Source: an optimization exercise on an open RTL-to-GDS flow (aim: small area). Production flows keep margins and buffers that such runs may drop.
RTL that was checked went through simulation tests only; none was proved equivalent to the original.
Power figures rest on the tool's default switching activity, not on a simulated workload.

==> flow/design.v <==
module slpe_tx #(
    parameter integer T_FIELD   = 100,   
    parameter integer T_BACKOFF = 50,    
    parameter integer MAX_RETRY = 240,   
    parameter integer REOPEN_EVERY = 6   
) (
    input  wire        clk,
    input  wire        rst,          
    input  wire        start,        
    input  wire [15:0] size,         
    output wire [15:0] mem_addr,     
    input  wire [7:0]  mem_data,     
    input  wire        rx_valid,     
    input  wire [7:0]  rx_data,
    output wire        tx_valid,     
    output reg  [7:0]  tx_data,
    output wire        busy,         
    output wire        done,         
    output wire        ok,           
    output reg  [7:0]  retries,      
    output wire        reopen        
);
    localparam [7:0] STX_B = 8'h02, ETX_B = 8'h03, ENQ_B = 8'h05,
                     ACK_B = 8'h06, NAK_B = 8'h15, EXT_B = 8'hFE;
    localparam [4:0] S_IDLE  = 5'b00000,    
                     S_ENDP  = 5'b00001,    
                     S_ENQ   = 5'b00010,    
                     S_ENQR  = 5'b00011,    
                     S_REENQ = 5'b00100,    
                     S_GAP   = 5'b00101,    
                     S_DCHK  = 5'b00110,    
                     S_ERROR = 5'b00111,
                     S_END   = 5'b01000,
                     S_RETRY = 5'b01001,
                     S_PNAK  = 5'b01010,    
                     S_BOR   = 5'b01011,    
                     S_ACK   = 5'b01100,    
                     S_ACK2  = 5'b01101,    
                     S_BON   = 5'b01110,    
                     S_ENQB  = 5'b11100,    
                     S_CS    = 5'b11101,    
                     S_NAKB  = 5'b11110,    
                     S_STX   = 5'b10000,
                     S_LEN   = 5'b10001,
                     S_HDR   = 5'b10010,    
                     S_E0    = 5'b10011,    
                     S_E1    = 5'b10100,
                     S_E2    = 5'b10101,
                     S_N0    = 5'b10110,    
                     S_N1    = 5'b10111,
                     S_N2    = 5'b11000,
                     S_N3    = 5'b11001,
                     S_DATA  = 5'b11010,
                     S_ETX   = 5'b11011;
    reg  [4:0]  state;
    reg  [15:0] size_r;       
    reg  [5:0]  cur;          
    reg  [15:0] addr;         
    reg  [7:0]  crc;
    assign mem_addr = addr;
    wire        div   = (size_r > 16'd1030);
    wire        lge4  = |size_r[9:2];
    wire [6:0]  nfr   = {1'b0, size_r[15:10]} + {6'b0, lge4};    
    wire [6:0]  cur_inc = {1'b0, cur} + 7'd1;
    wire        last  = ~div | (cur_inc == nfr);
    wire [10:0] esum  = {~div & size_r[10], size_r[9:0]} + (div ? 11'd9 : 11'd2);
    wire [10:0] ext   = (div & ~last) ? 11'd1036 :
                        {esum[10] | (div & ~lge4), esum[9:0]};
    wire        t_ans = addr[6] & addr[5] & addr[1] & addr[0];   
    wire        t_bo  = addr[5] & addr[4] & addr[0];             
    wire [15:0] addr_inc = addr + 16'd1;
    wire        a_end = last ? (addr_inc[10:0] == size_r[10:0]) : (addr[9:0] == 10'd2);
    wire [2:0]  ev = retries[1] + retries[3] + retries[5] + retries[7];
    wire [1:0]  od = retries[2] + retries[4] + retries[6];
    wire        m6 = ~retries[0] & (ev == od || ev == od + 3'd3 || od == 2'd3 && ev == 3'd0);
    assign tx_valid = state[4];
    assign busy     = (state[4:1] != 4'd0);
    assign done     = (state == S_ENDP);
    assign reopen   = (state == S_ENQR);
    assign ok       = (retries[7:4] != 4'hF) & (size_r[15:2] != 14'd0 || size_r[1:0] == 2'd3);
    always @(*) begin
        case (state)
        S_ENQB:  tx_data = ENQ_B;
        S_NAKB:  tx_data = NAK_B;
        S_CS:    tx_data = crc;
        S_STX:   tx_data = STX_B;
        S_LEN:   tx_data = (size_r > 16'd251) ? EXT_B : esum[7:0];
        S_HDR:   tx_data = mem_data | {6'b0, div & addr[1], div & addr[1] & last};
        S_E1:    tx_data = {5'b0, ext[10:8]};
        S_E2:    tx_data = ext[7:0];
        S_N1:    tx_data = {2'b0, cur};
        S_N3:    tx_data = {1'b0, nfr};
        S_ETX:   tx_data = ETX_B;
        S_E0, S_N0, S_N2: tx_data = 8'h00;
        default: tx_data = mem_data;
        endcase
    end
    reg  [7:0]  crc_next;
    integer     i;
    always @(*) begin
        crc_next = crc ^ tx_data;
        for (i = 0; i < 8; i = i + 1)
            crc_next = crc_next[7] ? ((crc_next << 1) ^ 8'h07) : (crc_next << 1);
    end
    always @(posedge clk) begin
        if (rst) begin
            state   <= S_IDLE;
            retries <= 8'h00;
        end else begin
            case (state)
            S_IDLE, S_ENDP: begin
                if (start) begin
                    retries <= 8'h00;
                    state   <= (size < 16'd3) ? S_ERROR : S_ENQ;
                end else
                    state <= S_IDLE;
            end
            S_ENQ, S_ENQR: state <= S_REENQ;
            S_REENQ: if (!rx_valid) state <= S_ENQB;
            S_ENQB, S_ACK: begin
                if (rx_valid) begin
                    if (rx_data == ACK_B)      state <= S_GAP;
                    else if (rx_data == NAK_B) state <= S_REENQ;
                    else if (rx_data == ENQ_B) state <= S_PNAK;
                    else                       state <= S_RETRY;
                end else if (t_ans)
                    state <= S_RETRY;
                else
                    state <= S_ACK;
            end
            S_GAP:  state <= S_STX;
            S_STX:  state <= S_LEN;
            S_LEN:  state <= S_HDR;
            S_HDR:  if (addr[1]) state <= div || size_r > 16'd251 ? S_E0 :
                                          a_end ? S_ETX : S_DATA;
            S_E0:   state <= S_E1;
            S_E1:   state <= S_E2;
            S_E2:   state <= div ? S_N0 : S_DATA;
            S_N0:   state <= S_N1;
            S_N1:   state <= S_N2;
            S_N2:   state <= S_N3;
            S_N3:   state <= S_DATA;
            S_DATA: if (a_end) state <= S_ETX;
            S_ETX:  state <= S_CS;
            S_CS, S_ACK2: begin
                if (rx_valid)
                    state <= (rx_data == ACK_B) ? S_DCHK : S_RETRY;
                else if (t_ans)
                    state <= S_RETRY;
                else
                    state <= S_ACK2;
            end
            S_RETRY: begin
                retries <= retries + 8'd1;
                state   <= (retries == MAX_RETRY[7:0] - 8'd1) ? S_ERROR : S_BOR;
            end
            S_PNAK: state <= S_NAKB;
            S_NAKB, S_BON: state <= t_bo ? S_ENQ : S_BON;
            S_BOR:  state <= !t_bo ? S_BOR :
                             m6 ? S_ENQR : S_ENQ;
            S_DCHK: state <= last ? S_END : S_REENQ;
            S_ERROR: state <= S_END;
            S_END:  state <= S_ENDP;
            default: state <= S_IDLE;
            endcase
        end
    end
    always @(posedge clk) begin
        if (!busy) begin
            size_r <= size;
            cur    <= 6'd0;
        end else if (state == S_DCHK)
            cur <= cur_inc[5:0];
        case (state)
        S_E0, S_E1, S_E2, S_N0, S_N1, S_N2, S_N3:
            addr <= {cur, 10'd3};
        S_ENQB, S_ACK, S_CS, S_ACK2, S_NAKB, S_BON, S_BOR, S_HDR, S_DATA:
            addr <= addr + 16'd1;
        default:
            addr <= 16'h0;
        endcase
        crc <= (state == S_STX) ? 8'h00 : crc_next;
    end
endmodule
Settings: LEC_CHECK=0, CAP_MARGIN=20, CORE_MARGIN=2, CORE_UTILIZATION=40, SLEW_MARGIN=20; clock period 5.0 ns.
standard.sh (not shown) runs the stock make flow with config.mk's settings and CLKGATE_MAP_FILE= SYNTH_SCRIPT=/design/flow/synth_recipe.tcl, a recipe that flattens the netlist after the stock synthesis.
==> flow/flow/run.sh <==
#!/bin/bash
# Layout flow: the standard flow (standard.sh) with three changes:
#  1. synthesis maps logic with an area-oriented ABC script (abc_area.script);
#     the synthesis script is otherwise the standard flow's own (synth_recipe.tcl);
#  2. every port gets the smallest buffer (buf_1) instead of clkdlybuf4s50_1;
#  3. clock tree synthesis uses clkbuf_4 and inserts no dummy loads.
set -euo pipefail
here=$(pwd)
{ cat "$here/flow/abc_proc.tcl"; cat "$here/synth_recipe.tcl"; } > "$here/flow_synth.tcl"
sed -e "s#SYNTH_SCRIPT=[^ ]*#SYNTH_SCRIPT=$here/flow_synth.tcl#" "$here/standard.sh" > "$here/flow_standard.sh"
export FLOW_ABC_SCRIPT="$here/flow/abc_area.script"
export BUFFER_PORTS_ARGS="-buffer_cell sky130_fd_sc_hd__buf_1"
export CTS_ARGS="-sink_clustering_enable -repair_clock_nets -dont_use_dummy_load -buf_list sky130_fd_sc_hd__clkbuf_4 -root_buf sky130_fd_sc_hd__clkbuf_4"
bash "$here/flow_standard.sh" > "$here/flow_standard.log" 2>&1
==> flow/flow/abc_area.script <==
strash
&get -n
&fraig -x
&put
scorr
dc2
strash
&get -n
&deepsyn -T 60
&dch -f
&nf -R 1000
&put
topo
dnsize
==> flow/flow/abc_proc.tcl <==
# Map logic with the area-oriented ABC script of this flow instead of the
# speed script; every other step of the standard flow's synthesis is left as it is.
proc abc {args} {
  set i [lsearch $args -script]
  if {$i >= 0} {
    set args [lreplace $args $i [expr {$i + 1}] -script $::env(FLOW_ABC_SCRIPT)]
  }
  set j [lsearch $args -D]
  if {$j >= 0} { set args [lreplace $args $j [expr {$j + 1}]] }
  yosys abc {*}$args
}
Rerun with:
--- a/flow/design.v
+++ b/flow/design.v
@@ -58,10 +58,13 @@
     reg  [15:0] addr;         
     reg  [7:0]  crc;
+    reg  [2:0]  ph;           
     assign mem_addr = addr;
-    wire        div   = (size_r > 16'd1030);
+    reg         div;          
+    reg         big;          
     wire        lge4  = |size_r[9:2];
     wire [6:0]  nfr   = {1'b0, size_r[15:10]} + {6'b0, lge4};    
     wire [6:0]  cur_inc = {1'b0, cur} + 7'd1;
-    wire        last  = ~div | (cur_inc == nfr);
+    reg         last;         
+    wire        last_n = ~div | (cur_inc == nfr);
     wire [10:0] esum  = {~div & size_r[10], size_r[9:0]} + (div ? 11'd9 : 11'd2);
     wire [10:0] ext   = (div & ~last) ? 11'd1036 :
@@ -85,5 +88,5 @@
         S_CS:    tx_data = crc;
         S_STX:   tx_data = STX_B;
-        S_LEN:   tx_data = (size_r > 16'd251) ? EXT_B : esum[7:0];
+        S_LEN:   tx_data = (big) ? EXT_B : esum[7:0];
         S_HDR:   tx_data = mem_data | {6'b0, div & addr[1], div & addr[1] & last};
         S_E1:    tx_data = {5'b0, ext[10:8]};
@@ -132,5 +135,5 @@
             S_STX:  state <= S_LEN;
             S_LEN:  state <= S_HDR;
-            S_HDR:  if (addr[1]) state <= div || size_r > 16'd251 ? S_E0 :
+            S_HDR:  if (addr[1]) state <= div || big ? S_E0 :
                                           a_end ? S_ETX : S_DATA;
             S_E0:   state <= S_E1;
@@ -158,5 +161,5 @@
             S_NAKB, S_BON: state <= t_bo ? S_ENQ : S_BON;
             S_BOR:  state <= !t_bo ? S_BOR :
-                             m6 ? S_ENQR : S_ENQ;
+                             (ph == 3'd0) ? S_ENQR : S_ENQ;
             S_DCHK: state <= last ? S_END : S_REENQ;
             S_ERROR: state <= S_END;
@@ -170,6 +173,9 @@
             size_r <= size;
             cur    <= 6'd0;
+            ph     <= 3'd0;
         end else if (state == S_DCHK)
             cur <= cur_inc[5:0];
+        else if (state == S_RETRY)
+            ph <= (ph == 3'd5) ? 3'd0 : ph + 3'd1;
         case (state)
         S_E0, S_E1, S_E2, S_N0, S_N1, S_N2, S_N3:
@@ -181,4 +187,9 @@
         endcase
         crc <= (state == S_STX) ? 8'h00 : crc_next;
+        if (!state[4]) begin
+            last <= last_n;
+            div  <= size_r > 16'd1030;
+            big  <= size_r > 16'd251;
+        end
     end
 endmodule
- maximum frequency rose by 7.9%
- routed wire length fell by 6.7%
- combinational power fell by 28%
- count of clock-buffer cells in the layout does not change
- final cell count fell by 3.9%
- total power fell by 13%
- register-to-register slack gains 0.04 ns
- design area fell by 2.8%
- non-clock buffer count fell by 13
- via count fell by 5.4%
Only the layout flow was run in the second run of this note; the RTL was not checked for function there.

-- afterwards: timing with drivers on the ports --
The results above use ideal ports. As a check the final layouts listed here were re-extracted and re-timed, cells and wires unchanged.
Step 1 assumes that a clkbuf_16 drives the clock port and a buf_2 every other input.
Step 2 moves the port delays by t, midway between the first and last clock arrival at a register: inputs arrive t later, outputs are due t later. That takes back most of the time a late clock gives input paths.
a / b / c = ideal ports / drivers / drivers and shift; a / b = the first two.
| run | t, ns | slack for setup (ns) | hold WS [ns] | worst setup path at the end | worst data-port slew with drivers (ns) |
|---|---|---|---|---|---|
| the first run | 0.430 | 0.193 / 0.166 / 0.596 | 0.532 / 0.532 / 0.532 | register to output | 0.04 |
| the second run | 0.430 | 0.545 / 0.513 / 0.847 | 0.525 / 0.525 / 0.525 | register to register | 0.03 |
After both steps every run listed still meets setup and hold.
